This is an optimization exercise on Yosys and OpenROAD, whose aim is small area, not a production implementation. Function was checked by simulation only, so behaviour that the tests miss may differ from the original. Power and IR drop assume default switching activity.

**design/flow/design.v**
```verilog
module kisc_fb_validator (
    input  wire       clk,
    input  wire       clr,         
    input  wire       en,          
    input  wire [5:0] pos,
    input  wire [7:0] b,
    output wire       ok           
);
    reg lo, hi;
    always @* begin
        lo = 1'b0;
        hi = 1'b0;
        case (pos)
            6'd2,  6'd4,  6'd6,  6'd7,  6'd9,  6'd11, 6'd13, 6'd15,
            6'd21, 6'd22, 6'd23, 6'd24, 6'd26, 6'd28, 6'd29, 6'd31,
            6'd33, 6'd35, 6'd37, 6'd43, 6'd44, 6'd45, 6'd46, 6'd48,
            6'd50, 6'd52, 6'd53, 6'd54, 6'd55:                     lo = 1'b1;
            6'd3,  6'd5,  6'd8,  6'd10, 6'd12, 6'd14, 6'd16, 6'd25,
            6'd27, 6'd30, 6'd32, 6'd34, 6'd36, 6'd38, 6'd47, 6'd49,
            6'd51, 6'd56:                                          hi = 1'b1;
            default: ;
        endcase
    end
    reg [7:0] acc_lo, acc_hi;
    always @(posedge clk) begin
        if (clr) begin
            acc_lo <= 8'd0;
            acc_hi <= 8'd0;
        end else if (en) begin
            if (lo) acc_lo <= acc_lo ^ b;
            if (hi) acc_hi <= acc_hi ^ b;
        end
    end
    assign ok = ({acc_hi, acc_lo} == 16'hAAAA);
endmodule
module kisc_fb_framer (
    input  wire         clk,
    input  wire         rst,
    input  wire [15:0]  stall_limit,    
    input  wire         in_valid,
    input  wire [7:0]   in_byte,
    output reg          in_ready,
    output reg          out_valid,
    output wire [455:0] out_frame,
    output reg          err_valid,
    output reg  [2:0]   err_kind,
    output reg          err_corrupt,
    output reg          err_link_reset,
    output wire [2:0]   state
);
    localparam integer L = 57;
    localparam [2:0] SEEK = 3'd0;
    localparam [2:0] ACC  = 3'd1;
    localparam [2:0] VAL  = 3'd2;
    localparam [2:0] DLV  = 3'd3;
    localparam [2:0] REJ  = 3'd4;
    localparam [7:0] SENTINEL = 8'hAA;
    reg [2:0]   st;
    reg [439:0] s;                  
    reg [5:0]   cnt;                
    reg [5:0]   rq_len;             
    reg [15:0]  rem;                
    assign out_frame = {s, SENTINEL, SENTINEL};
    assign state     = st;
    wire       seek_or_acc = (st == SEEK) || (st == ACC);
    wire       rq_empty    = (rq_len == 6'd0);
    wire       rq_first    = (rq_len == 6'd56);     
    wire       replay      = seek_or_acc && !rq_empty;
    wire       take        = seek_or_acc && rq_empty && in_valid;
    wire       have        = replay || take;
    wire [7:0] b           = replay ? (rq_first ? SENTINEL : s[7:0]) : in_byte;
    wire       is_aa       = (b == SENTINEL);
    wire       rem_low     = (rem[15:1] == 15'd0);
    wire       stall       = (st == ACC) && !have && rem_low && rem[0];
    wire acc_clr = (st == SEEK) && have && is_aa && cnt[0];
    wire acc_en  = (st == ACC) && have;
    wire cs_ok;
    kisc_fb_validator u_val (
        .clk (clk),
        .clr (acc_clr),
        .en  (acc_en),
        .pos (cnt),
        .b   (b),
        .ok  (cs_ok)
    );
    always @* begin
        in_ready       = 1'b0;
        out_valid      = 1'b0;
        err_valid      = 1'b0;
        err_kind       = 3'd0;
        err_corrupt    = 1'b0;
        err_link_reset = 1'b0;
        if (!rst) begin
            in_ready = seek_or_acc && rq_empty;
            if (stall) begin
                err_valid = 1'b1;
                err_kind  = 3'd3;    
            end
            if (st == DLV)
                out_valid = 1'b1;
            if (st == REJ) begin
                err_valid   = 1'b1;
                err_kind    = 3'd2;  
                err_corrupt = 1'b1;
            end
        end
    end
    always @(posedge clk) begin
        if (have && !rq_first)
            s <= {b, s[439:8]};
    end
    always @(posedge clk) begin
        if (rst) begin
            st     <= SEEK;
            cnt    <= 6'd0;
            rq_len <= 6'd0;
            rem    <= 16'd0;
        end else begin
            if (replay)
                rq_len <= rq_len - 6'd1;
            case (st)
                SEEK: begin
                    if (have) begin
                        if (!is_aa)
                            cnt <= 6'd0;
                        else if (!cnt[0])
                            cnt <= 6'd1;
                        else begin
                            cnt <= 6'd2;
                            rem <= stall_limit;
                            st  <= ACC;
                        end
                    end
                end
                ACC: begin
                    if (have) begin
                        cnt <= cnt + 6'd1;
                        if (cnt == L - 1)
                            st <= VAL;
                    end else if (stall) begin
                        st  <= SEEK;
                        cnt <= 6'd0;
                    end
                    if (!rem_low)
                        rem <= rem - 16'd1;
                end
                VAL: begin
                    st <= cs_ok ? DLV : REJ;
                end
                DLV: begin
                    cnt <= 6'd0;
                    st  <= SEEK;
                end
                REJ: begin
                    rq_len <= 6'd56;
                    cnt    <= 6'd0;
                    st     <= SEEK;
                end
                default: begin
                    st <= SEEK;
                end
            endcase
        end
    end
endmodule
```
**design/flow/constraint.sdc**
```tcl
create_clock -name core_clock -period 10.0 [get_ports {clk}]
set_input_delay 2.0000 -clock core_clock [delete_from_list [all_inputs] [get_ports {clk}]]
set_output_delay 2.0000 -clock core_clock [all_outputs]
set_load 0.01 [all_outputs]
```
**design/flow/config.mk**
```make
export PLATFORM = sky130hd
export DESIGN_NAME = kisc_fb_framer
export DESIGN_NICKNAME = kisc_fb_framer
export VERILOG_FILES = /design/flow/design.v
export SDC_FILE = /design/flow/constraint.sdc
export NUM_CORES = 4
export LEC_CHECK = 0
export CAP_MARGIN = 20
export CORE_MARGIN = 2
export CORE_UTILIZATION = 40
export SLEW_MARGIN = 20
```
**design/flow/flow/run.sh**
```bash
#!/bin/bash
# The standard layout, with the port buffers made of the smallest buffer
# cell (every input and output port still gets its own buffer).
set -euo pipefail
bash standard.sh BUFFER_PORTS_ARGS="-buffer_cell sky130_fd_sc_hd__buf_1" finish > flow_make.log 2>&1
```
**design/flow/standard.sh**
```bash
#!/bin/bash
# synth_recipe.tcl (not shown) runs the flow's synth.tcl, then flattens the netlist and writes it again
# the make line also repeats each setting of config.mk as NAME=value (left out here)
make -C /OpenROAD-flow-scripts/flow DESIGN_CONFIG=/design/flow/config.mk WORK_HOME=/design/flow/orfs CLKGATE_MAP_FILE= SYNTH_SCRIPT=/design/flow/synth_recipe.tcl "${@:-finish}"
```
==> results.txt, run 1 <==
status=complete, no violations; power per standard cell area=383 nW/µm²; Final period util=51.2%; sw frac=34.6%; CP arrival=3.12 ns; Max-slew headroom=15.4%; synth unique cells=66; gr ovfl total=0; worst vdd ir=263 µV; Area after DPL=18900 µm²; final net count=1427; Layout Skew=0.0177 ns; Synth area leaders=edfxtp_1, dfxtp_1, a21oi_1, o21ai_0, nand2_1; drt initial violations=777; # setup viols final=0; DRC violations left=0; Reg area=14200 µm²; Die ar.=42900 µm²; port bufs=475; WL/cell=19.8 µm; Post CTS Setup Buffer Count=0; post-route design area=20300 µm²; post-synthesis simple-gate area fraction=5.81%; number of synthesized flops with an enable pin=440; Total Wirelength=38.7 mm; sequential share of power=54.8%; Mean Syn Cell Area=18.6 µm²; Critical Path Fanout Max=4; clock network power share=21.5%; Final Core Density=49.8%; critical path required time=8.00 ns; initial antenna violation count=0; via count=9732; Gate power share=23.7%; DR pass1 iterations=5; Worst-Margin Slew=1.27 ns; CTS root buf=clkbuf_16; Syn-to-layout area delta=22.9%; post-synthesis cell count=886; pre-CTS setup slack=4.89 ns; placeable core area=40700 µm²; share of layout cells above drive strength 1=6.59%; max-cap violations=0; clock latency (worst-skew pair)=0.58 ns; CP Class=input port to output port; site row count=74; fill count=3488; CP Capture Type=output port; Sw Pwr=0.00269 W; XOR/XNOR Fraction of Synth Area=0.318%; clk buf depth=3; static leakage=7.05 nW; max-slew violation count=0; routability cong.=0.835; sequential area share after synthesis=86.0%; multiplexer area fraction after synthesis=0.129%; Die X=207 µm; cell accounting for the most synthesized area=edfxtp_1; post-synthesis compound-gate area fraction=5.43%; largest net degree at the start of global routing=197; TritonCTS buffer count=49; H-tree levels=2; Placed Cells=1877; routed vias/inst=4.97; hold_buf cts=0; Final WS setup=4.88 ns; fin cells=1959; antenna diode count=0; Pint=0.00508 W; RSZ-0062 raised after global routing=no; first-pass GRT wire length=57.3 mm; main combinational cell family by area after synthesis=simple AND/OR/NAND/NOR gates; dominant cell by count in the synthesized netlist=edfxtp_1; adder-cell share of the synthesized area=0.303%; worst min path class=register to register; FMAX=195 MHz; vias in the first global route=9431; Worst Setup Start Kind=input port; Routed Antenna Nets=0; Mapped Area=16500 µm²; yosys warns=2; synthesized flop and latch total=489; clock slew at reported path FFs=0.06 ns; top_reg_cell synth=edfxtp_1; post-layout min period=5.12 ns; gr usage total=17.3%; CTS resizes=0; Final Hold Viols=0; CTS Sinks=489; Synth async-reset ratio=0%; Ports=494; Multi-input gate area=2060 µm²; die height=207 µm; dpl hpwl=26.8 mm; post-synth top area share=80.0%; CTS tree=yes; Starting Density=40.5%; Synth top cells by count=edfxtp_1, a21oi_1, dfxtp_1, nand2_1, o21ai_0
## through the flow
step | hold slack, ns | total power [W] | setup TNS [ns]
after floorplan | 0.453 | 0.00517 | -1323.57
after detailed placement | 0.429 | 0.00615 | 0
after global routing | 0.453 | 0.00815 | 0
after CTS | 0.442 | 0.00787 | 0
final | 0.441 | 0.00777 | 0
after global placement | 0.428 | 0.00612 | 0
## area by class of cell
class                   count  share of cell area (%)
repair buffers            482                    9.11
multi-input cells         351                    10.2
inverters                  23                   0.450
flip-flops and latches    489                    69.9
clock buffers              62                    6.41
clock inverters            20                   0.654
well taps                 532                    3.28
## critical path, stage by stage
cell and delay, ns:
buf_1 0.09, or2_2 0.29, nor2_2 0.20, nand3_1 0.18, nor3_1 0.18, buf_1 0.17
## cell families after synthesis
logic type / after synthesis
AOI/OAI and AO/OA: 142
adders and majority gates: 4
xor gates and xnor gates: 6
DFF: 489
and+or+nand+nor: 179
muxes: 2
buffers and inverters: 62
other: 2
## cells in the final DEF (no fill, tap or decap), types with 4 or more instances in the layout
cell,n
clkbuf_16,50
and3_1,6
dfxtp_1,49
buf_4,6
xnor2_1,4
or3_1,23
nor4bb_1,8
nor3_1,9
conb_1,18
a31o_2,4
nand3_1,11
clkinv_2,11
buf_1,475
or2_2,4
o21ai_0,44
nor2_1,33
o22ai_1,4
inv_1,21
nor4_1,7
nand4_1,7
clkinv_1,6
nand2b_1,4
edfxtp_1,440
a211oi_1,7
clkbuf_1,11
ha_1,4
nand2_1,49
a21oi_1,50
## worst paths after layout
check                end  startpoint  cells after the start  slack (ns)
max          err_kind[0]    in_valid                      6        4.88
min               s[351]      s[359]                      0        0.44
max reg2reg      rem[14]   rq_len[0]                     10        6.31
min reg2reg       s[351]      s[359]                      0        0.44
## power by group through the flow
stage,Clock [W],Sequential (W),Combinational (W)
after floorplan,0,0.00481,0.000367
after global placement,0,0.00425,0.00188
after detailed placement,0,0.00429,0.00186
after CTS,0.00172,0.00428,0.00187
after global routing,0.00180,0.00439,0.00197
final,0.00167,0.00426,0.00184
## state kept, by name, summed over array words and instances (netlist names)
signal        count
u_val.hi          1
u_val.acc_hi      8
st                3
rq_len            6
cnt               6
u_val.lo          1
u_val.acc_lo      8
s               440
rem              16
## routing by layer
metal	vias up	GRT usage, %	wire [µm]
met1	4776	23.2	16100
met5	-	0	0
met3	53	6.37	4080
li1	4409	-	-
met4	0	5.76	854
met2	494	26.1	17700
==> run 2: changes to the inputs <==
==> design/flow/run.sh (new file) <==
#!/bin/bash
# synth_recipe.tcl (not shown) runs the flow's synth.tcl, then flattens the netlist and writes it again
# the make line also repeats each setting of config.mk as NAME=value (left out here)
make -C /OpenROAD-flow-scripts/flow DESIGN_CONFIG=/design/flow/config.mk WORK_HOME=/design/flow/orfs CLKGATE_MAP_FILE= SYNTH_SCRIPT=/design/flow/synth_recipe.tcl finish
removed: design/flow/flow/run.sh
removed: design/flow/standard.sh
==> run 2 against run 1 <==
Net effect: power grew 18%; register-to-register slack gained 0.14 ns; utilization grew 7.8 points; synthesized cell count is the same; first-iteration DRC count shrank 13%; worst hold slack gained 0.00063 ns; clock skew grew 0.0081 ns; via count grew 0.23%; largest cell class unchanged; area after synthesis is the same; sequential power is essentially flat; still clean.
==> results.txt, run 2 <==
via count=9754; routed vias/inst=4.95; synth unique cells=66; worst vdd ir=254 µV; largest register by flop count=s; synthesized flop and latch total=489; CTS Sinks=489; Starting Density=40.5%; clock latency (worst-skew pair)=0.58 ns; clk buf depth=3; H-tree levels=2; fill count=3254; Die X=207 µm; Syn-to-layout area delta=42.3%; status=complete, no violations; Reg2Reg Launch Point=rq_len[0]; post-synth top area share=80.0%; gr ovfl total=0; drt initial violations=678; site row count=74; post-layout min period=5.87 ns; Hold Startpoint=s[423]; static leakage=8.44 nW; Routed Antenna Nets=0; Mapped Area=16500 µm²; Post CTS Setup Buffer Count=0; CP Capture Type=output port; Worst Setup Start Kind=input port; Synth async-reset ratio=0%; Worst-Margin Slew=1.10 ns; antenna diode count=0; Die ar.=42900 µm²; Max-slew headroom=26.9%; Total Wirelength=42.4 mm; share of layout cells above drive strength 1=7.31%; FMAX=170 MHz; commonest cells after routing, fill and taps aside=clkdlybuf4s50_1, edfxtp_1, clkbuf_16, a21oi_1; max-cap violations=0; top_reg_cell synth=edfxtp_1; final net count=1429; commonest non-fill, non-tap cell in the layout=clkdlybuf4s50_1; Synth area leaders=edfxtp_1, dfxtp_1, a21oi_1, o21ai_0, nand2_1; max-slew violation count=0; Synth top cells by count=edfxtp_1, a21oi_1, dfxtp_1, nand2_1, o21ai_0; Layout Skew=0.0258 ns; CP Class=input port to output port; port bufs=475; initial antenna violation count=0; RSZ-0062 raised after global routing=no; first-pass GRT wire length=61.8 mm; die height=207 µm; placeable core area=40700 µm²; yosys warns=2; cell accounting for the most synthesized area=edfxtp_1; Final Hold Viols=0; DRC violations left=0; TritonCTS buffer count=51; Final Core Density=57.6%; Critical Path Fanout Max=4; max FFs per register=440; largest net degree at the start of global routing=185; dominant cell by count in the synthesized netlist=edfxtp_1; vias in the first global route=9720; sequential area share after synthesis=86.0%; Final period util=58.7%; Mean Syn Cell Area=18.6 µm²; CTS tree=yes; power per standard cell area=390 nW/µm²; # setup viols final=0; CP arrival=3.87 ns; critical path required time=8.00 ns; biggest regs=s (440), rem (16); CTS resizes=0; clock slew at reported path FFs=0.06 ns; dpl hpwl=29.3 mm; DR pass1 iterations=4; Setup crit start=in_valid; number of synthesized flops with an enable pin=440; post-synthesis cell count=886; Reg area=14200 µm²; hold_buf cts=0; Ports=494; Setup TNS=0 ns; worst min path class=register to register; WL/cell=21.5 µm; Multi-input gate area=2060 µm²; CTS root buf=clkbuf_16; routability cong.=0.792; gr usage total=19.0%
## run 2: routing by layer
layer,part of all wire [%],routed length (µm),vias up,track usage (%)
li1,-,-,4419,-
met1,40,17000,4829,24.0
met2,45,19200,445,28.6
met3,12,5270,61,9.76
met4,2.1,874,0,5.71
met5,0,0,-,0
## run 2: power breakdown
part	switching [W]	internal [W]	total, W	leakage, nW
Combinational	0.00146	0.00161	0.00307	2.66
Clock	0.000772	0.00108	0.00185	0.805
Sequential	0.000560	0.00368	0.00424	4.97
## run 2: worst paths after layout
kind	cells after the start	slack, ns	end
max	6	4.13	err_valid
min	0	0.44	s[415]
max reg2reg	10	6.45	rem[14]
min reg2reg	0	0.44	s[415]
## run 2: kinds of logic (layout without fill, tap and decap cells)
kind of cell    count (synthesis)  in the layout  share of synthesized area [%]
flops                         489            489                           86.0
simple gates                  179            179                           5.81
compound gates                142            142                           5.43
buf+inv                        62            597                           1.98
xor+xnor                        6              6                          0.318
fa+ha+maj                       4              4                          0.303
other cells                     2             18                         0.0455
mux                             2              2                          0.129
## run 2: metrics by stage
stage                     hold slack (ns)  setup WS [ns]  instance area (µm²)  power [W]  std cells
after floorplan                     0.453          -3.01                16600    0.00517        902
after global routing                0.451           4.00                23500    0.00958       1969
final                               0.442           4.13                23500    0.00916       1969
after global placement              0.430           4.19                21800    0.00735       1877
after detailed placement            0.431           4.16                21800    0.00736       1877
after CTS                           0.442           4.13                23500    0.00929       1969
## run 2: cell type report
| type | instances | share of cell area, % |
|---|---|---|
| Clock inverter | 34 | 1.34 |
| Timing Repair Buffer | 482 | 20.6 |
| Clock buffer | 58 | 5.64 |
| Inverter | 23 | 0.389 |
| Multi-Input combinational cell | 351 | 8.78 |
| Tap cell | 532 | 2.83 |
| Sequential cell | 489 | 60.4 |
## run 2: worst max-delay path: stages
cell	delay [ns]
clkdlybuf4s50_1	0.42
or2_2	0.31
nor2_2	0.22
nand3_1	0.19
a21oi_1	0.18
clkdlybuf4s50_1	0.55
==> run 3: changes to the inputs <==
--- a/design/flow/design.v
+++ b/design/flow/design.v
@@ -1,6 +1,6 @@
 module kisc_fb_validator (
     input  wire       clk,
-    input  wire       clr,         
+    input  wire       run,         
     input  wire       en,          
     input  wire [5:0] pos,
     input  wire [7:0] b,
@@ -23,13 +23,8 @@
     end
     reg [7:0] acc_lo, acc_hi;
     always @(posedge clk) begin
-        if (clr) begin
-            acc_lo <= 8'd0;
-            acc_hi <= 8'd0;
-        end else if (en) begin
-            if (lo) acc_lo <= acc_lo ^ b;
-            if (hi) acc_hi <= acc_hi ^ b;
-        end
+        acc_lo <= run ? acc_lo ^ (b & {8{en & lo}}) : 8'd0;
+        acc_hi <= run ? acc_hi ^ (b & {8{en & hi}}) : 8'd0;
     end
     assign ok = ({acc_hi, acc_lo} == 16'hAAAA);
 endmodule
@@ -62,23 +57,23 @@
     reg [15:0]  rem;                
     assign out_frame = {s, SENTINEL, SENTINEL};
     assign state     = st;
-    wire       seek_or_acc = (st == SEEK) || (st == ACC);
+    wire       in_acc      = (st == ACC);
+    wire       seek_or_acc = (st == SEEK) || in_acc;
     wire       rq_empty    = (rq_len == 6'd0);
     wire       rq_first    = (rq_len == 6'd56);     
     wire       replay      = seek_or_acc && !rq_empty;
     wire       take        = seek_or_acc && rq_empty && in_valid;
     wire       have        = replay || take;
-    wire [7:0] b           = replay ? (rq_first ? SENTINEL : s[7:0]) : in_byte;
+    wire       use_b       = have && !rq_first;     
+    wire [7:0] b           = replay ? s[7:0] : in_byte;
     wire       is_aa       = (b == SENTINEL);
     wire       rem_low     = (rem[15:1] == 15'd0);
-    wire       stall       = (st == ACC) && !have && rem_low && rem[0];
-    wire acc_clr = (st == SEEK) && have && is_aa && cnt[0];
-    wire acc_en  = (st == ACC) && have;
+    wire       stall       = in_acc && !have && rem_low && rem[0];
     wire cs_ok;
     kisc_fb_validator u_val (
         .clk (clk),
-        .clr (acc_clr),
-        .en  (acc_en),
+        .run (in_acc),
+        .en  (have),
         .pos (cnt),
         .b   (b),
         .ok  (cs_ok)
@@ -106,28 +101,31 @@
         end
     end
     always @(posedge clk) begin
-        if (have && !rq_first)
+        if (use_b)
             s <= {b, s[439:8]};
+    end
+    always @(posedge clk) begin
+        rem <= in_acc ? rem - {15'd0, !rem_low} : stall_limit;
     end
     always @(posedge clk) begin
         if (rst) begin
             st     <= SEEK;
             cnt    <= 6'd0;
             rq_len <= 6'd0;
-            rem    <= 16'd0;
         end else begin
             if (replay)
                 rq_len <= rq_len - 6'd1;
             case (st)
                 SEEK: begin
-                    if (have) begin
+                    if (rq_first)
+                        cnt <= 6'd1;
+                    else if (have) begin
                         if (!is_aa)
                             cnt <= 6'd0;
                         else if (!cnt[0])
                             cnt <= 6'd1;
                         else begin
                             cnt <= 6'd2;
-                            rem <= stall_limit;
                             st  <= ACC;
                         end
                     end
@@ -141,8 +139,6 @@
                         st  <= SEEK;
                         cnt <= 6'd0;
                     end
-                    if (!rem_low)
-                        rem <= rem - 16'd1;
                 end
                 VAL: begin
                     st <= cs_ok ? DLV : REJ;
==> design/flow/flow/run.sh (new file) <==
#!/bin/bash
# The standard layout with two changes:
#  - the port buffers use the smallest buffer cell (every input and output
#    port still gets its own buffer);
#  - clock tree synthesis uses clkbuf_4 leaf buffers with sink clusters of
#    at most 8 flip-flops within 40 um, and no dummy loads, instead of
#    clkbuf_16 everywhere.
set -euo pipefail
bash standard.sh \
  BUFFER_PORTS_ARGS="-buffer_cell sky130_fd_sc_hd__buf_1" \
  CTS_ARGS="-sink_clustering_enable -repair_clock_nets -dont_use_dummy_load -buf_list sky130_fd_sc_hd__clkbuf_4 -sink_clustering_size 8 -sink_clustering_max_diameter 40" \
  finish > flow_make.log 2>&1
==> design/flow/standard.sh (new file) <==
#!/bin/bash
# synth_recipe.tcl (not shown) runs the flow's synth.tcl, then flattens the netlist and writes it again
# the make line also repeats each setting of config.mk as NAME=value (left out here)
make -C /OpenROAD-flow-scripts/flow DESIGN_CONFIG=/design/flow/config.mk WORK_HOME=/design/flow/orfs CLKGATE_MAP_FILE= SYNTH_SCRIPT=/design/flow/synth_recipe.tcl "${@:-finish}"
--- a/design/flow/config.mk
+++ b/design/flow/config.mk
@@ -7,5 +7,5 @@
 export LEC_CHECK = 0
 export CAP_MARGIN = 20
 export CORE_MARGIN = 2
-export CORE_UTILIZATION = 40
+export CORE_UTILIZATION = 70
 export SLEW_MARGIN = 20
removed: design/flow/run.sh
==> run 3 against run 2 <==
Net effect: critical path depth shrank 1; combinational power fell by 49%; critical path type unchanged; highest routed layer unchanged; sequential cell count did not move; synthesized cell count down 8.9%; critical endpoint is now err_kind[1].
==> results.txt, run 3 <==
CP Capture Type=output port; clock latency (worst-skew pair)=0.69 ns; RSZ-0062 raised after global routing=no; gr ovfl total=0; Die ar.=24300 µm²; die height=156 µm; gr usage total=31.1%; Routed Antenna Nets=0; H-tree levels=3; dominant cell by count in the synthesized netlist=edfxtp_1; vias in the first global route=9142; Max-slew headroom=31.3%; static leakage=6.13 nW; CTS root buf=clkbuf_4; FMAX=187 MHz; initial antenna violation count=2; synthesized flop and latch total=489; first-pass GRT wire length=54.5 mm; dpl hpwl=27.4 mm; clock slew at reported path FFs=0.08 ns; Mapped Area=16200 µm²; largest register by flop count=s; Synth area leaders=edfxtp_1, dfxtp_1, o21ai_0, buf_4, nand2_1; drt initial violations=956; Synth async-reset ratio=0%; CP arrival=3.36 ns; TritonCTS buffer count=71; worst vdd ir=240 µV; Starting Density=71.4%; routed vias/inst=5.80; Final Hold Viols=0; WL/cell=23.5 µm; max-cap violations=0; Placed Cells=1552; DR pass1 iterations=6; Layout Skew=0.0665 ns; synth unique cells=60; Ports=494; share of layout cells above drive strength 1=7.03%; post-route design area=18700 µm²; cell accounting for the most synthesized area=edfxtp_1; Worst-Margin Slew=1.03 ns; post-layout min period=5.36 ns; Die X=156 µm; commonest non-fill, non-tap cell in the layout=buf_1; via count=9417; CTS Sinks=489; post-synth top area share=81.8%; fill count=1211; yosys warns=2; hold_buf cts=0; Synth top cells by count=edfxtp_1, dfxtp_1, o21ai_0, nand2_1, a21oi_1; largest net degree at the start of global routing=143; final net count=1372; Setup TNS=0 ns; fin cells=1625; sequential area share after synthesis=87.8%; R2R setup slack=6.33 ns; status=complete, no violations; max FFs per register=440; # setup viols final=0; commonest cells after routing, fill and taps aside=buf_1, edfxtp_1, clkbuf_4, dfxtp_1, o21ai_0; Total Wirelength=38.2 mm; Final period util=53.6%; Post CTS Setup Buffer Count=0; CP Class=input port to output port; power per standard cell area=342 nW/µm²; CTS tree=yes; number of synthesized flops with an enable pin=440; max-slew violation count=0; clk buf depth=3; Worst Setup Start Kind=input port; routability cong.=0.898; CTS resizes=0; site row count=55; Critical Path Fanout Max=4; top_reg_cell synth=edfxtp_1; placeable core area=22600 µm²; post-synthesis cell count=807; worst min path class=register to register; DRC violations left=0; Syn-to-layout area delta=16.0%; critical path required time=8.00 ns; Mean Syn Cell Area=20.0 µm²; Area after DPL=18200 µm²; port bufs=475; biggest regs=s (440), rem (16)
-- run 3: cell types whose count changed after synthesis, moves of 5 or more --
cell / before / now
a21oi_1: 50 / 27
nand2_1: 49 / 37
a211oi_1: 7 / 1
xnor2_1: 4 / 14
nand3_1: 11 / 3
mux2i_1: 1 / 9
nor2_1: 34 / 22
o21ai_0: 44 / 39
-- run 3: report_power, final --
| part | switching (W) | leakage, nW | internal [W] | total, W |
|---|---|---|---|---|
| logic | 0.00119 | 1.19 | 0.000366 | 0.00156 |
| registers | 0.000482 | 4.61 | 0.00345 | 0.00393 |
| clock network | 0.000600 | 0.327 | 0.000328 | 0.000928 |
| total | 0.00227 | 6.13 | 0.00414 | 0.00641 |
-- run 3: critical path, stage by stage --
cell and delay (ns):
buf_1 0.12, or3_1 0.41, or3_2 0.46, a21oi_1 0.20, buf_1 0.18
-- run 3: final timing paths --
kind                            startpoint     endpoint  cells after the start
worst min-delay path                 s[19]        s[11]                      0
worst min register to register       s[19]        s[11]                      0
worst max-delay path              in_valid  err_kind[1]                      5
worst max register to register   rq_len[0]     u_val.lo                     11
-- run 3: area by class of cell --
type                       instances  area [µm²]  share of cell area (%)
timing repair buffer             479        1840                    9.80
sequential                       489       14200                    75.7
tap                              285         357                    1.90
antenna                            2        5.00                  0.0267
clock buffer                      71         533                    2.84
inverter                          19        71.3                   0.380
multi-input combinational        280        1750                    9.34
-- run 3: cell families (layout without fill, tap and decap cells) --
logic type / count (synthesis) / count (layout) / synth area share, %
flops: 489 / 489 / 87.8
buf+inv: 54 / 569 / 1.73
fa+ha+maj: 5 / 5 / 0.387
mux: 11 / 11 / 0.767
simple gates: 137 / 137 / 4.79
xor+xnor: 18 / 18 / 0.976
compound gates: 91 / 91 / 3.47
other cells: 2 / 20 / 0.0465
-- run 3: stage by stage --
stage,total power [W],hold slack [ns],util (%),setup WS [ns]
5_1_grt,0.00668,0.421,82.8,4.52
4_1_cts,0.00643,0.422,82.8,4.64
3_3_place_gp,0.00545,0.428,80.4,4.67
6_report,0.00641,0.421,82.8,4.64
2_1_floorplan,0.00467,0.453,-,2.10
3_5_place_dp,0.00551,0.429,80.4,4.65
-- run 3: per-layer routing --
metal | global-route usage [%] | vias to the layer above | wire [µm]
li1 | - | 4134 | -
met1 | 38.7 | 4563 | 13600
met2 | 50.5 | 614 | 18900
met3 | 9.64 | 106 | 3880
met4 | 15.0 | 0 | 1890
met5 | 0 | - | 0
==> run 4: changes to the inputs <==
==> design/flow/flow/run.sh (replaced) <==
#!/bin/bash
# The standard layout with three changes:
#  - the port buffers use the smallest buffer cell (every input and output
#    port still gets its own buffer);
#  - clock tree synthesis uses clkbuf_4 leaf buffers with sink clusters of
#    at most 10 flip-flops within 35 um, and no dummy loads, instead of
#    clkbuf_16 everywhere;
#  - after global routing, cells with timing slack are downsized
#    (RECOVER_POWER).
set -euo pipefail
bash standard.sh \
  BUFFER_PORTS_ARGS="-buffer_cell sky130_fd_sc_hd__buf_1" \
  CTS_ARGS="-sink_clustering_enable -repair_clock_nets -dont_use_dummy_load -buf_list sky130_fd_sc_hd__clkbuf_4 -sink_clustering_size 10 -sink_clustering_max_diameter 35" \
  RECOVER_POWER=100 \
  finish > flow_make.log 2>&1
==> run 4 against run 3 <==
Net effect: now fails the layout checks on max-capacitance violations, max-slew violations; clock skew is 0.0032 ns lower; worst hold slack better by 0.0027 ns; register-to-register slack worse by 1.5 ns; sequential share of layout area is 0.59 points higher; critical path type is now input port to register; fmax is 7.2% lower; clock-buffer cell count is 13 lower; wire length is 0.21% lower; global-route usage is 0.30 points lower; critical endpoint is now s[260]; first-iteration DRC count is 0.94% lower; setup slack worse by 0.41 ns; critical path depth is 1 lower.
==> results.txt, run 4 <==
commonest non-fill, non-tap cell in the layout=buf_1; post-synthesis cell count=807; Synth top cells by count=edfxtp_1, dfxtp_1, o21ai_0, nand2_1, a21oi_1; worst vdd ir=234 µV; Routed Antenna Nets=0; sequential area share after synthesis=87.8%; CTS resizes=0; synth unique cells=60; largest net degree at the start of global routing=143; CP Capture Type=register; clk buf depth=3; top_reg_cell synth=edfxtp_1; DRC violations left=0; TritonCTS buffer count=58; gr usage total=30.8%; cell accounting for the most synthesized area=edfxtp_1; Max-slew headroom=-129%; Final Hold Viols=0; Mapped Area=16200 µm²; RSZ-0062 raised after global routing=no; vias in the first global route=9069; Syn-to-layout area delta=15.1%; worst min path class=register to register; max-slew violation count=93; Layout Skew=0.0633 ns; initial antenna violation count=2; post-synth top area share=81.8%; Worst R2R Path Depth=6; # setup viols final=0; Starting Density=71.4%; placeable core area=22600 µm²; H-tree levels=2; Final period util=57.7%; share of layout cells above drive strength 1=5.36%; die height=156 µm; Reg2Reg Launch Point=rq_len[0]; Worst-Margin Slew=3.44 ns; Ports=494; synthesized flop and latch total=489; worst path cell trace=buf_1, or3_1, and3_1, buf_4; final net count=1359; Post CTS Setup Buffer Count=0; largest register by flop count=s; Mean Syn Cell Area=20.0 µm²; yosys warns=2; port bufs=475; Hold Startpoint=s[61]; WL/cell=23.7 µm; max-cap violations=2; Synth async-reset ratio=0%; power per standard cell area=340 nW/µm²; gr ovfl total=0; DR pass1 iterations=6; clock latency (worst-skew pair)=0.71 ns; via count=9342; FMAX=173 MHz; Setup crit start=in_valid; commonest cells after routing, fill and taps aside=buf_1, edfxtp_1, clkbuf_4, dfxtp_1, o21ai_0; dpl hpwl=27.4 mm; R2R setup slack=4.82 ns; number of synthesized flops with an enable pin=440; clock slew at reported path FFs=0.11 ns; CTS tree=yes; dominant cell by count in the synthesized netlist=edfxtp_1; Worst Setup Start Kind=input port; hold_buf cts=0; post-layout min period=5.77 ns; first-pass GRT wire length=54.4 mm; Critical Path Fanout Max=85; Max stage delay on crit path=2.50 ns; CTS Sinks=489; CP Class=input port to register; Setup TNS=0 ns; critical path required time=10.32 ns; Tot Pwr=0.00633 W; status=failed layout checks; CTS root buf=clkbuf_4; fill count=1223; crit path max-delay cell type=and3_1; site row count=55; Total Wirelength=38.2 mm; end point of the critical path=s[260]; Die ar.=24300 µm²; routed vias/inst=5.80; layout check faults=max-capacitance violations, max-slew violations; max FFs per register=440; Synth area leaders=edfxtp_1, dfxtp_1, o21ai_0, buf_4, nand2_1; Die X=156 µm; static leakage=6.07 nW; routability cong.=0.898; biggest regs=s (440), rem (16); FF-to-FF End=s[260]; CP arrival=6.10 ns; drt initial violations=947
==> run 4: report_power, final <==
group          internal, W  switching [W]
sequential         0.00345       0.000482
clock             0.000266       0.000574
combinational     0.000368        0.00119
total              0.00409        0.00224
==> run 4: cell families (layout without fill, tap and decap cells) <==
family	count (synthesis)	after routing	synth area share, %
AND/OR/NAND/NOR	137	137	4.79
XOR/XNOR	18	18	0.976
flip-flops	489	489	87.8
adder cells (fa/ha/maj)	5	5	0.387
other	2	20	0.0465
buffers and inverters	54	556	1.73
multiplexers	11	11	0.767
AO/OA/AOI/OAI	91	91	3.47
==> run 4: how the worst min path moves through the flow <==
stage	slack, ns	end	cells after the start
detailed placement	0.43	s[174]	0
global route	0.43	s[29]	0
global placement	0.43	s[14]	0
CTS	0.43	s[29]	0
floorplan	0.45	u_val.acc_hi[4]	2
finish	0.42	s[53]	0
==> run 4: area by class of cell <==
| class | instances | area (µm²) | share of cell area, % |
|---|---|---|---|
| diodes | 2 | 5.00 | 0.0269 |
| inverters | 19 | 71.3 | 0.383 |
| well taps | 285 | 357 | 1.92 |
| repair buffers | 479 | 1840 | 9.88 |
| multi-input cells | 280 | 1700 | 9.16 |
| clock buffers | 58 | 435 | 2.34 |
| flip-flops and latches | 489 | 14200 | 76.3 |
==> run 4: metal layers <==
| metal | vias to the layer above | share of wire, % | global-route usage (%) |
|---|---|---|---|
| li1 | 4110 | - | - |
| met2 | 563 | 50 | 50.5 |
| met4 | 0 | 4.4 | 13.5 |
| met5 | - | 0 | 0 |
| met1 | 4566 | 36 | 38.2 |
| met3 | 103 | 10 | 10.0 |
==> run 4: critical path, delay by kind of cell <==
| family | cells | cell delay (ns) |
|---|---|---|
| buffers and inverters | 2 | 1.29 |
| AND/OR/NAND/NOR | 2 | 2.69 |
==> run 4: per-stage QoR <==
stage                     cell area [µm²]  std cells  utilization, %  hold WS (ns)  setup WS [ns]
after floorplan                     16200        823               -         0.453           2.10
after global placement              18200       1552            80.4         0.428           4.67
after detailed placement            18200       1552            80.4         0.429           4.65
after CTS                           18600       1610            82.4         0.426           4.64
after global routing                18600       1612            82.2         0.430           3.88
final                               18600       1612            82.2         0.423           4.23
==> run 5: changes to the inputs <==
==> design/flow/flow/run.sh (replaced) <==
#!/bin/bash
# The standard layout with two changes:
#  - the port buffers use the smallest buffer cell (every input and output
#    port still gets its own buffer);
#  - clock tree synthesis uses clkbuf_4 leaf buffers with sink clusters of
#    at most 10 flip-flops within 35 um, and no dummy loads, instead of
#    clkbuf_16 everywhere.
set -euo pipefail
bash standard.sh \
  BUFFER_PORTS_ARGS="-buffer_cell sky130_fd_sc_hd__buf_1" \
  CTS_ARGS="-sink_clustering_enable -repair_clock_nets -dont_use_dummy_load -buf_list sky130_fd_sc_hd__clkbuf_4 -sink_clustering_size 10 -sink_clustering_max_diameter 35" \
  finish > flow_make.log 2>&1
==> run 5 against run 4 <==
Net effect: area after synthesis is the same; worst hold slack got worse by 0.0016 ns; largest cell class unchanged; the run now finishes clean; highest routed layer unchanged; die area did not move; register-to-register slack better by 1.5 ns; first-iteration DRC count shrank 1.8%; power decreased by 0.14%; critical endpoint is now err_kind[1]; cell area grew 0.26%; sequential share of layout area fell by 0.19 points.
==> results.txt, run 5 <==
status=complete, no violations; TritonCTS buffer count=58; Setup TNS=0 ns; synthesized flop and latch total=489; R2R setup slack=6.36 ns; CP arrival=3.37 ns; clock latency (worst-skew pair)=0.71 ns; CP Class=input port to output port; number of synthesized flops with an enable pin=440; biggest regs=s (440), rem (16); vias in the first global route=9069; die height=156 µm; grt met1 use=38.2%; Total Wirelength=38.1 mm; Synth top cells by count=edfxtp_1, dfxtp_1, o21ai_0, nand2_1, a21oi_1; max FFs per register=440; max-slew violation count=0; largest net degree at the start of global routing=143; static leakage=6.07 nW; critical path required time=8.00 ns; Sw Pwr=0.00224 W; dpl hpwl=27.4 mm; FF-to-FF End=u_val.lo; Final Core Density=82.4%; site row count=55; GR Util met3=10.0%; clock network power share=13.2%; drt initial violations=930; stages on the worst setup path=5; post-synthesis cell count=807; share of layout cells above drive strength 1=6.11%; CTS tree=yes; Layout Skew=0.0669 ns; via count=9308; sw frac=35.5%; Most Crowded Layer GR=met2; post-layout min period=5.37 ns; post-route design area=18700 µm²; placeable core area=22600 µm²; WL/cell=23.7 µm; sequential area share after synthesis=87.8%; Routed Antenna Nets=0; Mean Syn Cell Area=20.0 µm²; final net count=1359; Gate power share=24.6%; first-pass GRT wire length=54.4 mm; CTS Sinks=489; Synth async-reset ratio=0%; yosys warns=2; worst vdd ir=234 µV; Worst Setup Start Kind=input port; initial antenna violation count=2; FMAX=186 MHz; commonest non-fill, non-tap cell in the layout=buf_1; H-tree levels=2; CP most frequent cell=buf_1; Starting Density=71.4%; cell accounting for the most synthesized area=edfxtp_1; CTS resizes=0; dominant cell by count in the synthesized netlist=edfxtp_1; Final period util=53.7%; DR pass1 iterations=5; commonest cells after routing, fill and taps aside=buf_1, edfxtp_1, clkbuf_4, dfxtp_1, o21ai_0; routed vias/inst=5.77; Critical Path Fanout Max=4; fill count=1218; routability cong.=0.898; clk buf depth=3; Die ar.=24300 µm²; end point of the critical path=err_kind[1]; power per standard cell area=339 nW/µm²; hold_buf cts=0; Worst R2R Path Depth=11; max-cap violations=0; Max stage delay on crit path=0.46 ns; top_reg_cell synth=edfxtp_1; post-synth top area share=81.8%; crit path max-delay cell type=or3_2; CTS root buf=clkbuf_4; Mapped Area=16200 µm²; CP bufs+invs=2; met2 Track Usage GR=50.5%; gr usage total=30.8%; worst min path class=register to register; Worst-Margin Slew=1.03 ns; sequential share of power=62.2%; clock slew at reported path FFs=0.09 ns; gr ovfl total=0; Ports=494; Post CTS Setup Buffer Count=0; largest register by flop count=s; Reg2Reg Launch Point=rq_len[0]; Setup crit start=in_valid; CP Capture Type=output port; Crit path max-delay family=simple AND/OR/NAND/NOR gates; Multi-input gate area=1750 µm²; Hold Worst Slack=0.422 ns; Area after DPL=18200 µm²; DRC violations left=0; Syn-to-layout area delta=15.4%; worst path cell trace=buf_1, or3_1, or3_2, a21oi_1, buf_1; Synth area leaders=edfxtp_1, dfxtp_1, o21ai_0, buf_4, nand2_1; Die X=156 µm; # setup viols final=0; Reg area=14200 µm²; Pint=0.00408 W; Max-slew headroom=31.2%; RSZ-0062 raised after global routing=no; port bufs=475; Final Hold Viols=0; synth unique cells=60
run 5: cell counts after synthesis:
Identical to the previous run, type by type.
run 5: cells by family after synthesis:
logic type | after synthesis | synth area share [%]
XOR/XNOR | 18 | 0.976
AO/OA/AOI/OAI | 91 | 3.47
AND/OR/NAND/NOR | 137 | 4.79
flip-flops | 489 | 87.8
other | 2 | 0.0465
buffers and inverters | 54 | 1.73
multiplexers | 11 | 0.767
adder cells (fa/ha/maj) | 5 | 0.387
run 5: through the flow:
stage	std cells	total power, W	setup WS (ns)
final	1612	0.00632	4.63
after CTS	1610	0.00635	4.64
after global routing	1612	0.00659	4.52
after detailed placement	1552	0.00551	4.65
after global placement	1552	0.00545	4.67
after floorplan	823	0.00467	2.10
run 5: worst register-to-register path: stages, from the launching register on:
cell and delay [ns]:
dfxtp_1 0.31, inv_1 0.09, ha_1 0.19, or4b_1 0.59, o21ai_2 0.68, mux2i_1 0.40, a31oi_1 0.13, mux2_2 0.38
o311ai_0 0.34, o311ai_0 0.22, o21ai_0 0.15, nor3_1 0.07
run 5: metal layers:
layer,part of all wire [%],vias up
li1,-,4109
met1,36,4548
met2,50,549
met3,10,102
met4,4.5,0
met5,0,-
run 5: power by group through the flow:
stage | clock network [W] | registers (W) | logic, W
2_1_floorplan | 0 | 0.00435 | 0.000318
3_3_place_gp | 0 | 0.00391 | 0.00155
3_5_place_dp | 0 | 0.00395 | 0.00156
4_1_cts | 0.000861 | 0.00393 | 0.00156
5_1_grt | 0.000927 | 0.00402 | 0.00164
6_report | 0.000837 | 0.00393 | 0.00156
run 5: cell type report:
type                    count  share of cell area [%]
flip-flops and latches    489                    76.1
multi-input cells         280                    9.39
clock buffers              58                    2.33
diodes                      2                  0.0268
well taps                 285                    1.91
inverters                  19                   0.382
repair buffers            479                    9.85
run 5: worst min path at each step:
stage                     from  slack, ns               to  cells past startpoint
2_1_floorplan  u_val.acc_hi[4]       0.45  u_val.acc_hi[4]                      2
3_3_place_gp             s[22]       0.43            s[14]                      0
3_5_place_dp            s[182]       0.43           s[174]                      0
4_1_cts                  s[37]       0.43            s[29]                      0
5_1_grt                  s[37]       0.43            s[29]                      0
6_report                 s[37]       0.42            s[29]                      0
==> run 6: changes to the inputs <==
==> design/flow/flow/run.sh (replaced) <==
#!/bin/bash
# The standard layout with three changes:
#  - synthesis is the standard synthesis except that ABC maps the
#    combinational logic for area (flow/my_synth.tcl, flow/area.abc); the
#    registers are exactly the standard synthesis's;
#  - the port buffers use the smallest buffer cell (every input and output
#    port still gets its own buffer);
#  - clock tree synthesis uses clkbuf_4 leaf buffers with sink clusters of
#    at most 10 flip-flops within 35 um, and no dummy loads, instead of
#    clkbuf_16 everywhere.
set -euo pipefail
bash standard.sh \
  SYNTH_SCRIPT="$PWD/flow/my_synth.tcl" \
  AREA_ABC_SCRIPT="$PWD/flow/area.abc" \
  BUFFER_PORTS_ARGS="-buffer_cell sky130_fd_sc_hd__buf_1" \
  CTS_ARGS="-sink_clustering_enable -repair_clock_nets -dont_use_dummy_load -buf_list sky130_fd_sc_hd__clkbuf_4 -sink_clustering_size 10 -sink_clustering_max_diameter 35" \
  finish > flow_make.log 2>&1
==> design/flow/flow/area.abc (new file) <==
&get -n
&st
&deepsyn -T 30
&dch
&nf -R 1000
&put
==> design/flow/flow/my_synth.tcl (new file) <==
# The standard synthesis (synth_recipe.tcl) with one change: ABC maps the
# combinational logic with flow/area.abc instead of ORFS's speed script.
# Everything before and after ABC, and so every register, is unchanged.
proc synth {args} { yosys synth -nofsm -noshare {*}$args }
set f [open $::env(SCRIPTS_DIR)/synth.tcl]
set body [read $f]
close $f
set old {log_cmd abc {*}$abc_args}
if {[string first $old $body] < 0} { error "my_synth.tcl: the abc call was not found in synth.tcl" }
set body [string map [list $old {log_cmd abc {*}[lreplace $abc_args 1 1 $::env(AREA_ABC_SCRIPT)]}] $body]
eval $body
# left out here: clear keep_hierarchy, flatten, clean up, hide names made inside functions, write 1_2_yosys.v
--- a/design/flow/config.mk
+++ b/design/flow/config.mk
@@ -7,5 +7,5 @@
 export LEC_CHECK = 0
 export CAP_MARGIN = 20
 export CORE_MARGIN = 2
-export CORE_UTILIZATION = 70
+export CORE_UTILIZATION = 75
 export SLEW_MARGIN = 20
==> run 6 against run 5 <==
Net effect: fmax grew 3.1%; clock power about the same; first-iteration DRC count shrank 20%; largest power group unchanged.
==> results.txt, run 6 <==
share of layout cells above drive strength 1=5.00%; H-tree levels=2; Worst Setup Start Kind=register; CTS tree=yes; Reg2Reg Launch Point=rq_len[0]; hold_buf cts=0; post-synthesis cell count=766; Critical Path Fanout Max=4; largest net degree at the start of global routing=224; final net count=1335; Placed Cells=1517; max FFs per register=440; RSZ-0062 raised after global routing=no; critical path required time=8.00 ns; initial antenna violation count=1; fin cells=1577; vias in the first global route=8671; yosys warns=2; CTS Sinks=489; dpl hpwl=27.3 mm; WL/cell=23.9 µm; Mapped Area=15800 µm²; Die X=149 µm; max-slew violation count=0; CP arrival=3.20 ns; Max-slew headroom=27.1%; FMAX=192 MHz; Syn-to-layout area delta=16.3%; via count=9283; site row count=53; power per standard cell area=344 nW/µm²; WHS Endpoint=s[101]; FF-to-FF End=u_val.hi; post-synth top area share=83.8%; sequential area share after synthesis=90.0%; # setup viols final=0; gr usage total=32.7%; R2R setup slack=5.64 ns; Synth top cells by count=edfxtp_1, nor2_1, dfxtp_1, a21oi_1, nand2_1; CP most frequent cell=nor3_1; Post CTS Setup Buffer Count=0; Routed Antenna Nets=0; Synth area leaders=edfxtp_1, dfxtp_1, a21oi_1, nor2_1, buf_4; Crit path max-delay family=simple AND/OR/NAND/NOR gates; cell accounting for the most synthesized area=edfxtp_1; biggest regs=s (440), rem (16); CTS resizes=0; worst path cell trace=nor3_1, nor4b_1, and4_1, nand3_1, nor3_1, or2_0, buf_1; synth unique cells=37; number of synthesized flops with an enable pin=440; dominant cell by count in the synthesized netlist=edfxtp_1; Worst R2R Path Depth=17; TritonCTS buffer count=58; Max stage delay on crit path=0.65 ns; synthesized flop and latch total=489; routability cong.=0.870; commonest non-fill, non-tap cell in the layout=buf_1; CP Class=register to output port; clock slew at reported path FFs=0.10 ns; Setup crit start=rem[8]; Final period util=52.0%; Worst-Margin Slew=1.09 ns; Final Hold Viols=0; drt initial violations=748; worst vdd ir=248 µV; CP bufs+invs=1; status=complete, no violations; placeable core area=20800 µm²; Die ar.=22200 µm²; CP Capture Type=output port; largest register by flop count=s; Hold Startpoint=s[109]; top_reg_cell synth=edfxtp_1; static leakage=6.14 nW; commonest cells after routing, fill and taps aside=buf_1, edfxtp_1, clkbuf_4, nor2_1, dfxtp_1; clock latency (worst-skew pair)=0.72 ns; Total Wirelength=37.7 mm; clk buf depth=3; Layout Skew=0.0589 ns; Setup TNS=0 ns; routed vias/inst=5.89; Starting Density=75.7%; Synth async-reset ratio=0%; hold depth=0; Mean Syn Cell Area=20.6 µm²; gr ovfl total=0; port bufs=475; Ports=494; crit path max-delay cell type=nor4b_1; first-pass GRT wire length=52.1 mm; post-layout min period=5.20 ns; DRC violations left=0; CTS root buf=clkbuf_4; worst min path class=register to register; max-cap violations=0; die height=149 µm; DR pass1 iterations=6
## run 6: cell count changes after synthesis, moves of 5 or more
cell and delta:
or3_1 -19, nor4_1 -5, inv_1 -17, clkbuf_1 -13
nand2_1 -12, a31oi_1 +5, o21ai_0 -26, a21oi_1 +19
nor2_1 +30, clkinv_1 +16, xnor2_1 -9
## run 6: metrics by stage
step	hold WS, ns	total power, W	utilization (%)	worst slack (ns)	cell area, µm²
2_1_floorplan	0.420	0.00462	-	0.587	15800
3_3_place_gp	0.430	0.00537	85.8	4.92	17900
3_5_place_dp	0.431	0.00547	85.8	4.92	17900
4_1_cts	0.425	0.00629	87.9	4.85	18300
5_1_grt	0.444	0.00655	88.0	4.66	18300
6_report	0.423	0.00630	88.0	4.80	18300
## run 6: where the power goes
part | switching, W | internal (W) | leakage [nW]
sequential | 0.000512 | 0.00345 | 4.67
combinational | 0.00114 | 0.000360 | 1.21
clock | 0.000569 | 0.000266 | 0.267
total | 0.00222 | 0.00408 | 6.14
## run 6: worst max-delay path by stage
stage | endpoint | cells past startpoint | slack, ns
CTS | err_valid | 7 | 4.85
global placement | err_kind[1] | 4 | 4.92
finish | err_valid | 7 | 4.80
floorplan | u_val.hi | 10 | 0.59
global route | err_valid | 7 | 4.66
detailed placement | err_valid | 4 | 4.92
## run 6: kinds of logic after synthesis
kind of cell | Yosys count | synth area share (%)
simple gates | 134 | 4.15
xor+xnor | 13 | 0.722
buf+inv | 35 | 1.29
other cells | 2 | 0.0476
fa+ha+maj | 5 | 0.397
mux | 9 | 0.572
compound gates | 79 | 2.78
flops | 489 | 90.0
## run 6: cell type report
class                   instances  area (µm²)
clock buffers                  58         435
multi-input cells             258        1450
diodes                          1        2.50
well taps                     275         344
inverters                      16        60.1
flip-flops and latches        489       14200
fillers                       875        2490
repair buffers                480        1850
## run 6: per-layer routing
layer / global-route usage [%] / wire length (µm) / vias to the layer above
li1: - / - / 3984
met4: 16.4 / 2210 / 0
met5: 0 / 0 / -
met3: 10.4 / 4040 / 135
met2: 53.5 / 18400 / 661
met1: 40.1 / 13000 / 4503
==> run 7: changes to the inputs <==
==> design/flow/flow/area.abc (replaced) <==
&get -n
&st
&dch
&nf -R 1000
&put
--- a/design/flow/config.mk
+++ b/design/flow/config.mk
@@ -7,5 +7,5 @@
 export LEC_CHECK = 0
 export CAP_MARGIN = 20
 export CORE_MARGIN = 2
-export CORE_UTILIZATION = 75
+export CORE_UTILIZATION = 70
 export SLEW_MARGIN = 20
==> run 7 against run 6 <==
Net effect: still clean on timing, DRC and antenna; wire length is 6.7% lower; cell count is 2.5% higher; setup slack better by 0.12 ns; area after synthesis is 0.83% higher; cell area is 0.64% higher; via count is 1.8% lower; synthesized cell count is 3.8% higher; utilization is 5.8 points lower; non-clock buffer count stayed put; die area is 7.8% higher; largest cell class unchanged.
==> results.txt, run 7 <==
status=complete, no violations; post-layout min period=5.08 ns; DR pass1 iterations=5; WHS Endpoint=s[69]; Mapped Area=15900 µm²; Critical Path Fanout Max=17; Final period util=50.8%; sequential area share after synthesis=89.3%; vias in the first global route=8506; final net count=1364; CTS tree=yes; clk buf depth=3; largest register by flop count=s; Worst Setup Start Kind=input port; Hold Startpoint=s[77]; clock slew at reported path FFs=0.08 ns; post-synth top area share=83.1%; Mean Syn Cell Area=20.0 µm²; CTS resizes=0; Die X=155 µm; cell accounting for the most synthesized area=edfxtp_1; R2R setup slack=5.44 ns; synthesized flop and latch total=489; Max stage delay on crit path=0.60 ns; worst min path class=register to register; Syn-to-layout area delta=16.1%; WL/cell=21.8 µm; Tot Pwr=0.00618 W; initial antenna violation count=1; routed vias/inst=5.64; placeable core area=22400 µm²; Synth async-reset ratio=0%; gr ovfl total=0; Final Core Density=82.2%; crit path max-delay cell type=buf_1; routability cong.=0.849; RSZ-0062 raised after global routing=no; max FFs per register=440; Worst-Margin Slew=1.15 ns; Max-slew headroom=23.5%; hold_buf cts=0; share of layout cells above drive strength 1=4.89%; dominant cell by count in the synthesized netlist=edfxtp_1; critical path required time=8.00 ns; Routed Antenna Nets=0; Post CTS Setup Buffer Count=0; yosys warns=2; commonest non-fill, non-tap cell in the layout=buf_1; Reg2Reg Launch Point=rq_len[0]; static leakage=6.06 nW; port bufs=475; Ports=494; CP Capture Type=output port; CP arrival=3.08 ns; DRC violations left=0; CTS root buf=clkbuf_4; number of synthesized flops with an enable pin=440; clock latency (worst-skew pair)=0.71 ns; FF-to-FF End=u_val.hi; biggest regs=s (440), rem (16); Total Wirelength=35.2 mm; CTS Sinks=489; Worst R2R Path Depth=17; largest net degree at the start of global routing=219; dpl hpwl=24.9 mm; drt initial violations=924; CP most frequent cell=buf_1; Die ar.=23900 µm²; die height=155 µm; gr usage total=28.6%; power per standard cell area=335 nW/µm²; FMAX=197 MHz; TritonCTS buffer count=58; post-route design area=18500 µm²; top_reg_cell synth=edfxtp_1; commonest cells after routing, fill and taps aside=buf_1, edfxtp_1, clkbuf_4, nor2_1, dfxtp_1; site row count=55; first-pass GRT wire length=50.5 mm; # setup viols final=0; hold depth=0; Layout Skew=0.0729 ns; synth unique cells=40; Setup TNS=0 ns; worst vdd ir=274 µV; Synth top cells by count=edfxtp_1, nor2_1, dfxtp_1, a21oi_1, nand2_1; Starting Density=70.8%; H-tree levels=2; worst path cell trace=buf_1, nand2b_1, nor2_1, buf_1; max-slew violation count=0; Synth area leaders=edfxtp_1, dfxtp_1, nor2_1, a21oi_1, o21ai_0; post-synthesis cell count=795; Final Hold Viols=0; via count=9112; Area after DPL=18000 µm²; CP Class=input port to output port; max-cap violations=0
==> run 7: through the flow <==
stage / cells / setup WS [ns] / hold slack, ns
after global placement: 1557 / 4.94 / 0.426
after global routing: 1616 / 4.85 / 0.453
after CTS: 1615 / 4.91 / 0.434
after detailed placement: 1557 / 4.91 / 0.430
final: 1616 / 4.92 / 0.441
after floorplan: 811 / 0.823 / 0.417
==> run 7: cells by family (layout without fill, tap and decap cells) <==
logic type | count (synthesis) | in the layout | synth area share [%]
flip-flops | 489 | 489 | 89.3
AND/OR/NAND/NOR | 147 | 147 | 4.35
AO/OA/AOI/OAI | 91 | 91 | 3.19
buffers and inverters | 37 | 556 | 1.32
XOR/XNOR | 15 | 15 | 0.827
multiplexers | 9 | 9 | 0.567
adder cells (fa/ha/maj) | 5 | 5 | 0.394
other | 2 | 19 | 0.0473
==> run 7: how the worst max path moves through the flow <==
stage,startpoint,endpoint,slack (ns),cells after the start
after floorplan,in_valid,s[0],0.82,2
after global placement,rst,err_kind[0],4.94,4
after detailed placement,rst,err_kind[0],4.91,4
after CTS,rst,err_kind[0],4.91,4
after global routing,in_valid,err_valid,4.85,6
final,rst,err_kind[0],4.92,4
==> run 7: report_power, final <==
group          leakage, nW  switching, W  internal (W)
Combinational         1.19       0.00111      0.000357
Sequential            4.61      0.000462       0.00342
Clock                0.267      0.000564      0.000266
Total                 6.06       0.00213       0.00405
==> run 7: layer usage <==
| layer | vias up | routed length, µm | global-route usage, % |
|---|---|---|---|
| met5 | - | 0 | 0 |
| met4 | 0 | 1240 | 10.9 |
| met3 | 81 | 3260 | 8.13 |
| met2 | 493 | 17400 | 46.2 |
| met1 | 4464 | 13300 | 37.9 |
| li1 | 4074 | - | - |
==> run 7: critical path: cells and delay by family <==
| family | cells | cell delay (ns) |
|---|---|---|
| simple gates | 2 | 0.33 |
| buf+inv | 2 | 0.74 |
==> run 7: cell type report <==
type / count / area, µm²
flip-flops and latches: 489 / 14200
fillers: 1214 / 3980
repair buffers: 480 / 1840
multi-input cells: 285 / 1560
clock buffers: 58 / 435
well taps: 285 / 357
inverters: 18 / 67.6
diodes: 1 / 2.50
==> run 8: changes to the inputs <==
==> design/flow/flow/run.sh (replaced) <==
#!/bin/bash
# The standard layout with four changes:
#  - after the floorplan, OpenROAD's restructure re-maps the combinational
#    logic for area (flow/restructure.tcl); registers are untouched;
#  - the port buffers use the smallest buffer cell (every input and output
#    port still gets its own buffer);
#  - clock tree synthesis uses clkbuf_4 leaf buffers with sink clusters of
#    at most 10 flip-flops within 35 um, and no dummy loads, instead of
#    clkbuf_16 everywhere;
#  - after global routing, cells with timing slack are downsized
#    (RECOVER_POWER).
set -euo pipefail
KNOBS=(
  BUFFER_PORTS_ARGS="-buffer_cell sky130_fd_sc_hd__buf_1"
  CTS_ARGS="-sink_clustering_enable -repair_clock_nets -dont_use_dummy_load -buf_list sky130_fd_sc_hd__clkbuf_4 -sink_clustering_size 10 -sink_clustering_max_diameter 35"
  RECOVER_POWER=100
)
bash standard.sh "${KNOBS[@]}" floorplan > flow_floorplan.log 2>&1
mkdir -p rs_work
RES_DIR=$PWD/orfs/results/$FLOW_PLATFORM/kisc_fb_framer/base RS_WORK=$PWD/rs_work \
  openroad -no_init -exit flow/restructure.tcl > restructure.log 2>&1
bash standard.sh "${KNOBS[@]}" finish > flow_make.log 2>&1
==> design/flow/flow/restructure.tcl (new file) <==
# Area recovery on the floorplanned netlist: OpenROAD's restructure re-maps
# the combinational logic between the registers and ports with ABC for area.
# Registers, ports and the floorplan are left as they are.
set res $::env(RES_DIR)
set lib $::env(FLOW_HOME)/platforms/sky130hd/lib/sky130_fd_sc_hd__tt_025C_1v80.lib
read_liberty $lib
read_db $res/2_floorplan.odb
read_sdc $res/2_floorplan.sdc
source $::env(FLOW_HOME)/platforms/sky130hd/setRC.tcl
report_design_area
restructure -target area -liberty_file $lib \
  -tielo_port sky130_fd_sc_hd__conb_1/LO -tiehi_port sky130_fd_sc_hd__conb_1/HI \
  -work_dir $::env(RS_WORK) -abc_logfile $::env(RS_WORK)/abc.log
report_design_area
write_db $res/2_floorplan.odb
removed: design/flow/flow/area.abc
removed: design/flow/flow/my_synth.tcl
==> run 8 against run 7 <==
Net effect: now fails the layout checks on max-capacitance violations, max-slew violations; worst hold slack got worse by 0.027 ns; cell area rose by 0.37%; fmax fell by 13%; first-iteration DRC count rose by 3.2%; via count rose by 1.1%; power rose by 15%.
==> results.txt, run 8 <==
Area after DPL=18100 µm²; dominant cell by count in the synthesized netlist=edfxtp_1; post-route design area=18500 µm²; routability cong.=0.911; port bufs=475; RSZ-0062 raised after global routing=no; Synth area leaders=edfxtp_1, dfxtp_1, o21ai_0, buf_4, nand2_1; sequential area share after synthesis=87.8%; Worst R2R Path Depth=5; hold_buf cts=0; synth unique cells=60; cell accounting for the most synthesized area=edfxtp_1; max-slew violation count=235; max-cap violations=2; H-tree levels=2; Starting Density=71.4%; drt initial violations=954; layout check faults=max-capacitance violations, max-slew violations; largest register by flop count=s; clk buf depth=3; Hold Startpoint=s[378]; Synth async-reset ratio=0%; largest net degree at the start of global routing=208; number of synthesized flops with an enable pin=440; routed vias/inst=5.61; post-synth top area share=81.8%; Layout Skew=0.106 ns; clock latency (worst-skew pair)=0.74 ns; FMAX=171 MHz; dpl hpwl=25.7 mm; Final Hold Viols=0; initial antenna violation count=1; fill count=1181; CTS tree=yes; post-synthesis cell count=807; CTS resizes=0; yosys warns=2; status=failed layout checks; Final period util=58.6%; WL/cell=21.7 µm; Synth top cells by count=edfxtp_1, dfxtp_1, o21ai_0, nand2_1, a21oi_1; CTS Sinks=489; CP arrival=6.05 ns; DR pass1 iterations=7; Die X=156 µm; critical path required time=10.19 ns; max FFs per register=440; CP Capture Type=register; vias in the first global route=8459; power per standard cell area=383 nW/µm²; hold depth=0; commonest cells after routing, fill and taps aside=buf_1, edfxtp_1, clkinv_1, clkbuf_4, dfxtp_1; Post CTS Setup Buffer Count=0; final net count=1384; Reg2Reg Launch Point=rq_len[0]; R2R setup slack=4.82 ns; worst vdd ir=254 µV; site row count=55; Die ar.=24300 µm²; Worst-Margin Slew=4.67 ns; gr usage total=28.3%; TritonCTS buffer count=58; top_reg_cell synth=edfxtp_1; post-layout min period=5.86 ns; clock slew at reported path FFs=0.10 ns; gr ovfl total=0; WHS Endpoint=s[370]; commonest non-fill, non-tap cell in the layout=buf_1; worst min path class=register to register; CP Class=input port to register; uppermost layer routed=met4; Mean Syn Cell Area=20.0 µm²; CTS root buf=clkbuf_4; via count=9209; DR WL met2=17.5 mm; biggest regs=s (440), rem (16); Critical Path Fanout Max=198; Hold Worst Slack=0.414 ns; static leakage=6.40 nW; Ports=494; Total Wirelength=35.7 mm; DRC violations left=0; Max-slew headroom=-211%; Routed Antenna Nets=0; Setup crit start=in_valid; Mapped Area=16200 µm²; first-pass GRT wire length=50.3 mm; Detail Route met3 WL=3.70 mm; placeable core area=22600 µm²; die height=156 µm; Met1 Wirelength=13.2 mm; Worst Setup Start Kind=input port; synthesized flop and latch total=489; FF-to-FF End=s[354]; share of layout cells above drive strength 1=4.50%; Syn-to-layout area delta=14.6%; # setup viols final=0; Setup TNS=0 ns
==> run 8: cell types whose count changed after synthesis, sizes merged, moves of 3 or more <==
cell    delta
inv       +19
a21oi     -12
clkinv    -18
xnor2      +4
o21ai     +10
nand3      -7
nor2      -36
nor3b      +4
buf        +3
nand2      +5
clkbuf    +13
or3       +17
nor4bb     +4
==> run 8: routing by layer <==
metal / global-route usage, % / up-vias
li1: - / 4117
met1: 37.1 / 4462
met2: 45.7 / 538
met3: 8.56 / 92
met4: 10.8 / 0
met5: 0 / -
==> run 8: power by group <==
group / switching (W) / internal (W)
Sequential: 0.000559 / 0.00377
Combinational: 0.00149 / 0.000427
Clock: 0.000566 / 0.000266
==> run 8: logic make-up after synthesis <==
family                   share of synthesized area (%)
AO/OA/AOI/OAI                                     3.47
XOR/XNOR                                         0.976
adder cells (fa/ha/maj)                          0.387
buffers and inverters                             1.73
flip-flops                                        87.8
multiplexers                                     0.767
other                                           0.0465
AND/OR/NAND/NOR                                   4.79
==> run 8: worst max-delay path by stage <==
stage | endpoint
floorplan | s[0]
global placement | err_kind[1]
detailed placement | err_kind[1]
CTS | err_kind[1]
global route | s[330]
finish | s[354]
==> run 8: critical path, stage by stage <==
cell and delay, ns:
buf_1 0.07, nand2b_1 0.14, nor2_1 0.11, nor3_1 0.29, clkbuf_2 3.14
==> run 8: final cells by class <==
| cell class | instances | area [µm²] | area share (%) |
|---|---|---|---|
| multi-input cells | 263 | 1460 | 7.90 |
| repair buffers | 479 | 1820 | 9.82 |
| flip-flops and latches | 489 | 14200 | 76.6 |
| well taps | 285 | 357 | 1.93 |
| diodes | 1 | 2.50 | 0.0135 |
| clock buffers | 58 | 435 | 2.35 |
| inverters | 66 | 248 | 1.34 |
==> run 8: stage by stage <==
step / std cells / util, % / setup slack [ns] / total power, W
2_1_floorplan: 823 / - / 2.10 / 0.00467
3_3_place_gp: 1582 / 80.0 / 4.69 / 0.00619
3_5_place_dp: 1582 / 80.0 / 4.64 / 0.00624
4_1_cts: 1640 / 81.9 / 4.63 / 0.00708
5_1_grt: 1641 / 81.8 / 3.88 / 0.00740
6_report: 1641 / 81.8 / 4.14 / 0.00708

## re-timing with driven ports
The flow's constraints put no driver on any port. The routed layouts listed below were extracted and timed again, unchanged, in two steps.
Step 1 sets driving cells, clkbuf_16 on the clock port and buf_2 on the other inputs (assumed; they add their load-dependent delay and slew).
Step 2 moves the port delays by t, midway between the first and last clock arrival at a register: inputs arrive t later, outputs are due t later. That takes back most of the time a late clock gives input paths.
Three values: ideal ports, drivers, drivers and shift; two values: the first two.
| run | t, ns | setup slack, ns | latest minus earliest clock arrival (ns) | cell pins on the clock port's net |
|---|---|---|---|---|
| run 1 | 0.618 | 4.881 / 4.858 / 4.858 | 0.017 / 0.018 | 1 |
| run 2 | 0.625 | 4.129 / 4.102 / 4.102 | 0.026 / 0.026 | 1 |
| run 3 | 0.698 | 4.639 / 4.610 / 4.610 | 0.079 / 0.079 | 1 |
| run 4 | 0.725 | 4.226 / 4.241 / 3.516 | 0.074 / 0.074 | 1 |
| run 5 | 0.722 | 4.634 / 4.605 / 4.605 | 0.077 / 0.077 | 1 |
| run 6 | 0.738 | 4.797 / 4.754 / 4.833 | 0.061 / 0.061 | 1 |
| run 7 | 0.720 | 4.921 / 4.892 / 4.833 | 0.077 / 0.077 | 1 |
| run 8 | 0.731 | 4.143 / 4.153 / 3.422 | 0.105 / 0.106 | 1 |
The setup slack of run 8, which loses most, moves by +0.010 ns with the drivers and by -0.721 ns with both steps.
